Context: an optimization exercise on an open-source flow, tuned for small area. The choices shown serve that exercise and are no tape-out recipe. Where RTL was checked, it was by simulation tests only, not by an equivalence proof against the original. Power is estimated from default activity; no workload was simulated.

Setup of tundra:
// rgbi_capture
module rgbi_capture (
    input  wire         clk,
    input  wire         rst,
    input  wire         cmd_valid,
    input  wire [31:0]  cmd_word,
    output reg          resp_valid,
    output reg  [31:0]  resp_word,
    input  wire [26:0]  sys_clk_hz,
    input  wire         csync,
    input  wire         pclk,
    input  wire [3:0]   rgbi,
    output reg          row_we,
    output wire [7:0]   row_idx,
    output reg  [255:0] row_data,
    output reg          frame_done,
    output reg  [31:0]  frame_count,
    output wire         cap_running,
    output wire         in_frame
);
    localparam [4:0] OP_START      = 5'h03;
    localparam [4:0] OP_STOP       = 5'h04;
    localparam [4:0] OP_SET_FREQ   = 5'h05;
    localparam [4:0] OP_SET_DIV    = 5'h06;
    localparam [4:0] OP_SET_SHX    = 5'h07;
    localparam [4:0] OP_SET_SHY    = 5'h08;
    localparam [4:0] OP_SET_DELAY  = 5'h09;
    localparam [4:0] OP_SET_SYNC   = 5'h0A;
    localparam [4:0] OP_SET_INV    = 5'h0B;
    localparam [4:0] OP_GET_FCOUNT = 5'h10;
    localparam [4:0] OP_GET_CONFIG = 5'h17;
    localparam [4:0] OP_GET_STATUS = 5'h18;
    localparam [3:0] R_ZERO   = 4'd0;
    localparam [3:0] R_FREQ   = 4'd2;
    localparam [3:0] R_NDIV   = 4'd3;
    localparam [3:0] R_SHX    = 4'd4;
    localparam [3:0] R_SHY    = 4'd5;
    localparam [3:0] R_DELAY  = 4'd6;
    localparam [3:0] R_SRC    = 4'd7;
    localparam [3:0] R_INV    = 4'd9;
    localparam [3:0] R_FCOUNT = 4'd10;
    localparam [3:0] R_STATUS = 4'd11;
    localparam [3:0] R_ONES   = 4'd12;
    reg [24:0] cfg_freq;
    reg [7:0]  cfg_ndiv;
    reg [9:0]  cfg_shx;
    reg [9:0]  cfg_shy;
    reg [9:0]  cfg_delay;
    reg        cfg_src;
    reg [4:0]  cfg_inv;
    reg [26:0] cap_sysclk;
    reg [3:0]  inv_col;
    reg        cap_run;
    reg        cap_state;
    reg        prev_act;
    reg [4:0]  plen;         
    reg        vs_fired;
    reg        vs_armed;
    reg [10:0] ycnt;         
    reg        anc;
    reg        prev_pclk;
    reg [9:0]  wcnt;         
    reg [27:0] err;          
    reg [10:0] xcnt;         
    wire act   = (csync == cfg_inv[4]);
    wire lead  = act & ~prev_act;
    wire trail = ~act & prev_act;
    wire ptran = pclk ^ prev_pclk;
    wire plen_max = &plen;
  ...
Size: about 1500 cells after synthesis, about 470 flip-flops.
clock: 10.0 ns
lec_check: 0
cap_margin: 20
core_margin: 2
core_utilization: 40
slew_margin: 20
standard.sh (not shown) runs the stock make flow with config.mk's settings and CLKGATE_MAP_FILE= SYNTH_SCRIPT=/design/flow/synth_recipe.tcl, a recipe that flattens the netlist after the stock synthesis.
==> flow/flow/run.sh <==
#!/bin/bash
# Layout flow: the standard ORFS flow (standard.sh: the standard yosys
# synthesis script, floorplan, power grid, placement, CTS, routing) with
# three settings changed:
#  - synthesis maps the logic with an area-oriented ABC script
#    (flow/abc_area.script) in place of ORFS's abc_speed.script; ORFS's
#    scripts are copied to orfs_scripts/ and only that file is replaced,
#    so the flip-flops and every other synthesis step are unchanged;
#  - each input and output port gets a buffer of the smallest buffer cell
#    (sky130_fd_sc_hd__buf_1) instead of the default choice;
#  - the clock tree is built from clkbuf_8 cells in clusters of at most
#    16 sinks, without dummy loads.
# make's output goes to flow_make.log in this folder; each ORFS step
# writes its own full log under orfs/logs/.
set -euo pipefail
rm -rf orfs_scripts
cp -r "$FLOW_HOME/scripts" orfs_scripts
cp flow/abc_area.script orfs_scripts/abc_speed.script
CTS="-sink_clustering_enable -repair_clock_nets -dont_use_dummy_load"
CTS="$CTS -buf_list {sky130_fd_sc_hd__clkbuf_8}"
CTS="$CTS -sink_clustering_size 16 -sink_clustering_max_diameter 100"
bash standard.sh \
    "SCRIPTS_DIR=$PWD/orfs_scripts" \
    "BUFFER_PORTS_ARGS=-buffer_cell sky130_fd_sc_hd__buf_1" \
    "CTS_ARGS=$CTS" \
    finish > flow_make.log 2>&1
==> flow/flow/abc_area.script <==
&get -n
&st
&syn3
&dch -f
&nf -R 1000 -p
&st
&syn2
&if -g -K 6
&synch2
&nf -R 1000 -p
&st
&dch -f
&nf -R 1000 -p
&put
Input-level comparison between quartz and tundra:
--- a/flow/design.v
+++ b/flow/design.v
@@ -43,15 +43,16 @@
     reg [24:0] cfg_freq;
     reg [7:0]  cfg_ndiv;
     reg [9:0]  cfg_shx;
     reg [9:0]  cfg_shy;
     reg [9:0]  cfg_delay;
     reg        cfg_src;
     reg [4:0]  cfg_inv;
-    reg [26:0] cap_sysclk;
+    reg [26:0] sdiff;        
+    reg        fresh;        
     reg [3:0]  inv_col;
     reg        cap_run;
     reg        cap_state;
     reg        prev_act;
     reg [4:0]  plen;         
     reg        vs_fired;
     reg        vs_armed;
@@ -85,28 +86,24 @@
     wire [9:0]  w_bor;
     assign w_bor[0] = 1'b1;
     genvar gi;
     generate for (gi = 1; gi < 10; gi = gi + 1) begin : g_wdec
         assign w_bor[gi] = w_bor[gi-1] & ~w_in[gi-1];
     end endgenerate
     wire [9:0]  wcnt_n = w_dec ? (w_in ^ w_bor) : wcnt_l;
-    wire [27:0] cs_a = err_l;
-    wire [27:0] cs_b = lt_f ? {1'b0, cap_sysclk} : 28'd0;
-    wire [27:0] cs_c = {3'b111, ~cfg_freq};
-    wire [27:0] cs_s = cs_a ^ cs_b ^ cs_c;
-    wire [27:0] cs_k = (cs_a & cs_b) | (cs_a & cs_c) | (cs_b & cs_c);
-    wire [27:0] add_a = cs_s;
-    wire [27:0] add_b = {cs_k[26:0], 1'b1};
+    wire [27:0] add_a = err_l;
+    wire [27:0] add_b = lt_f ? {1'b0, sdiff} : {3'b111, ~cfg_freq};
+    wire        add_c = ~lt_f;
     wire [27:0] err_sum;
-    localparam LB = 8;
+    localparam LB = 13;
     reg  [LB-1:0] lo_s;
     reg           lo_c;
     integer li;
     always @* begin
-        lo_c = 1'b0;
+        lo_c = add_c;
         for (li = 0; li < LB; li = li + 1) begin
             lo_s[li] = add_a[li] ^ add_b[li] ^ lo_c;
             lo_c = (add_a[li] & add_b[li]) | (lo_c & (add_a[li] ^ add_b[li]));
         end
     end
     assign err_sum = {add_a[27:LB] + add_b[27:LB] + {{(27-LB){1'b0}}, lo_c}, lo_s};
     wire [27:0] err_n  = w_zero ? err_sum : err_l;
@@ -239,25 +236,27 @@
                 cap_run <= 1'b1;
         end
     end
     always @(posedge clk) begin
         prev_pclk <= pclk;
         plen      <= lead ? 5'd0 : (act & ~plen_max) ? (plen ^ {&plen[3:0], &plen[2:0], &plen[1:0], plen[0], 1'b1}) : plen;
         wcnt      <= wcnt_n;
-        err       <= err_n;
+        err       <= restart ? {1'b0, sys_clk_hz} : err_n;
+        fresh     <= restart;
+        if (fresh)
+            sdiff <= err_sum[26:0];
         xcnt      <= xcnt_n;
         if (strobe)
             row_data <= {pix, row_data[255:4]};
         if (boundary)
             ycnt <= {1'b1, ~cfg_shy};
         else if (lead & cap_state & ~y_sat)
             ycnt <= inc11(ycnt);
         vs_armed <= boundary ? 1'b0 : armed_t;
         if (restart) begin
-            cap_sysclk <= sys_clk_hz;
             inv_col    <= set_inv ? arg[3:0] : cfg_inv[3:0];
             cap_state  <= 1'b0;
             prev_act   <= 1'b1;
             vs_fired   <= 1'b1;
             anc        <= 1'b0;
         end else begin
             if (boundary) begin
Findings:
tundra → quartz: effective utilization at floorplan essentially unchanged; met3 usage in global routing went up by 0.55 points; wire length increased 0.69%. On quartz: overall die height is about 1% lower than what tundra gave. Taking tundra as the reference, in quartz worst hold slack after final layout has increased, worst-case setup margin in the final layout has decreased, final standard cell area without fillers has decreased. As of quartz, total number of nets in the final design had fallen by a few percent compared to tundra.
No functional check of the RTL was part of quartz.

* * *

rgbi_capture, a different RTL version from the one above (not shown whole).
Size: about 1400 cells after synthesis, roughly 470 flip-flops, about 19000 um^2 of cells after synthesis.
Settings: LEC_CHECK=0, CAP_MARGIN=20, CORE_MARGIN=2, CORE_UTILIZATION=40, SLEW_MARGIN=20; clock period 10.0 ns.
Scripts as last shown in full above: flow/flow/run.sh, flow/flow/abc_area.script
Change:
--- a/flow/design.v
+++ b/flow/design.v
@@ -67,52 +67,53 @@
     wire trail = ~act & prev_act;
     wire ptran = pclk ^ prev_pclk;
     wire plen_max = &plen;
     wire vs_detect = act & ~lead & (&plen[4:1]) & ~vs_fired;
     wire armed_t   = vs_armed | (trail & ~plen_max);
     wire boundary  = vs_detect & (~cap_state | armed_t);
     wire complete  = boundary & cap_state;
     wire anc_b     = (lead | anc) & ~boundary;
     wire [9:0]  wcnt_l = lead ? cfg_delay : wcnt;
-    wire        w_zero = (wcnt_l == 10'd0);
+    wire        w_zero = lead ? (cfg_delay == 10'd0) : (wcnt == 10'd0);
     wire [27:0] err_l  = lead ? {3'b111, ~cfg_freq} : err;
     wire        lt_f   = lead | (err[27] & ~(&err));    
     wire        self_due = w_zero & lt_f;
     wire        ext_zero = (wcnt == 10'd0);
     wire        ext_hit  = ptran & ~lead & ext_zero;
     wire        strobe   = anc_b & (cfg_src ? ext_hit : self_due);
     wire        ext_ev = ptran & ~lead & anc;
     wire        w_dec  = cfg_src ? ext_ev : ~w_zero;
     wire [9:0]  w_in   = (cfg_src & ext_zero) ? {2'b00, cfg_ndiv} : wcnt_l;
     wire [9:0]  w_bor;
     assign w_bor[0] = 1'b1;
     genvar gi;
     generate for (gi = 1; gi < 10; gi = gi + 1) begin : g_wdec
         assign w_bor[gi] = w_bor[gi-1] & ~w_in[gi-1];
     end endgenerate
     wire [9:0]  wcnt_n = w_dec ? (w_in ^ w_bor) : wcnt_l;
     wire [27:0] add_a = err_l;
-    wire [27:0] add_b = lt_f ? {1'b0, sdiff} : {3'b111, ~cfg_freq};
-    wire        add_c = ~lt_f;
+    wire        w_go  = w_zero | fresh;
+    wire [27:0] add_b = ~w_go ? 28'd0 : lt_f ? {1'b0, sdiff} : {3'b111, ~cfg_freq};
+    wire        add_c = w_go & ~lt_f;
     wire [27:0] err_sum;
     localparam LB = 11;
     reg  [LB-1:0] lo_s;
     reg           lo_c;
     integer li;
     always @* begin
         lo_c = add_c;
         for (li = 0; li < LB; li = li + 1) begin
             lo_s[li] = add_a[li] ^ add_b[li] ^ lo_c;
             lo_c = (add_a[li] & add_b[li]) | (lo_c & (add_a[li] ^ add_b[li]));
         end
     end
     assign err_sum = {add_a[27:LB] + add_b[27:LB] + {{(27-LB){1'b0}}, lo_c}, lo_s};
-    wire [27:0] err_n  = w_zero ? err_sum : err_l;
+    wire [27:0] err_n  = err_sum;
     wire [10:0] xcnt_l = lead ? {1'b1, ~cfg_shx} : xcnt;
     wire        x_sat  = ~xcnt_l[10] & ((|xcnt_l[9:6]) | (&xcnt_l[5:0]));
     wire [10:0] xcnt_n = (strobe & ~x_sat) ? inc11(xcnt_l) : xcnt_l;
     wire        y_lo   = ~ycnt[10] & ~ycnt[9] & ~ycnt[8] & ~(&ycnt[7:4]);   
     wire        y_sat  = ~ycnt[10] & ~y_lo;
     wire        commit = strobe & ~lead & (xcnt == 11'd62) & cap_state & y_lo;
     wire [3:0]  pix = rgbi ^ inv_col;
     function [10:0] inc11(input [10:0] v);
         integer j;
=> Synthesized cell count decreases by 4.6%. Clock power falls by about 0.7%. Setup slack improved by 0.17 ns. Power came out higher by 3.9%. Utilization came out lower by 0.15 points. Register-to-register slack is better by 0.26 ns. Design area fell by 0.53%. Sequential power grows by about 6%. Cell count fell by 2.7%. Via count fell by 2.7%. Wire length goes down by 0.36%. Die area decreases by 0.75%. Non-clock buffer count fell by 2. Count of clock-buffer cells in the layout stays the same.

-- static timing again, ports no longer ideal --
No port has a modelled driver above. Below, the same layouts with a new extraction and two added sets of constraints.
Step 1: set_driving_cell puts a clkbuf_16 on clk and a buf_2 on each other input, an assumption about the parent block.
Step 2 adds t to the input delays and takes it off the output delays; t is the mean of the earliest and latest rising clock arrival at the registers after step 1. Input paths then give back, and output paths get back, about the clock's delay inside the block.
a / b / c = ideal / step 1 / step 2; a / b = the first two.
run | shift t [ns] | setup WS [ns] | worst hold slack (ns) | worst setup path after step 2 | worst register clock-pin slew, ns
tundra | 0.631 | 1.646 / 1.632 / 1.001 | 0.418 / 0.418 / 0.418 | input to register | 0.11 / 0.11
quartz | 0.643 | 0.549 / 0.569 / -0.074 | 0.438 / 0.438 / 0.438 | input to register | 0.11 / 0.11
the first run of note 2 | 0.631 | 1.056 / 1.030 / 0.399 | 0.425 / 0.425 / 0.425 | input to register | 0.11 / 0.11
the second run of note 2 | 0.635 | 1.224 / 1.201 / 0.567 | 0.451 / 0.451 / 0.451 | input to register | 0.11 / 0.11
Met with ideal ports but missed after step 2: setup timing in quartz.
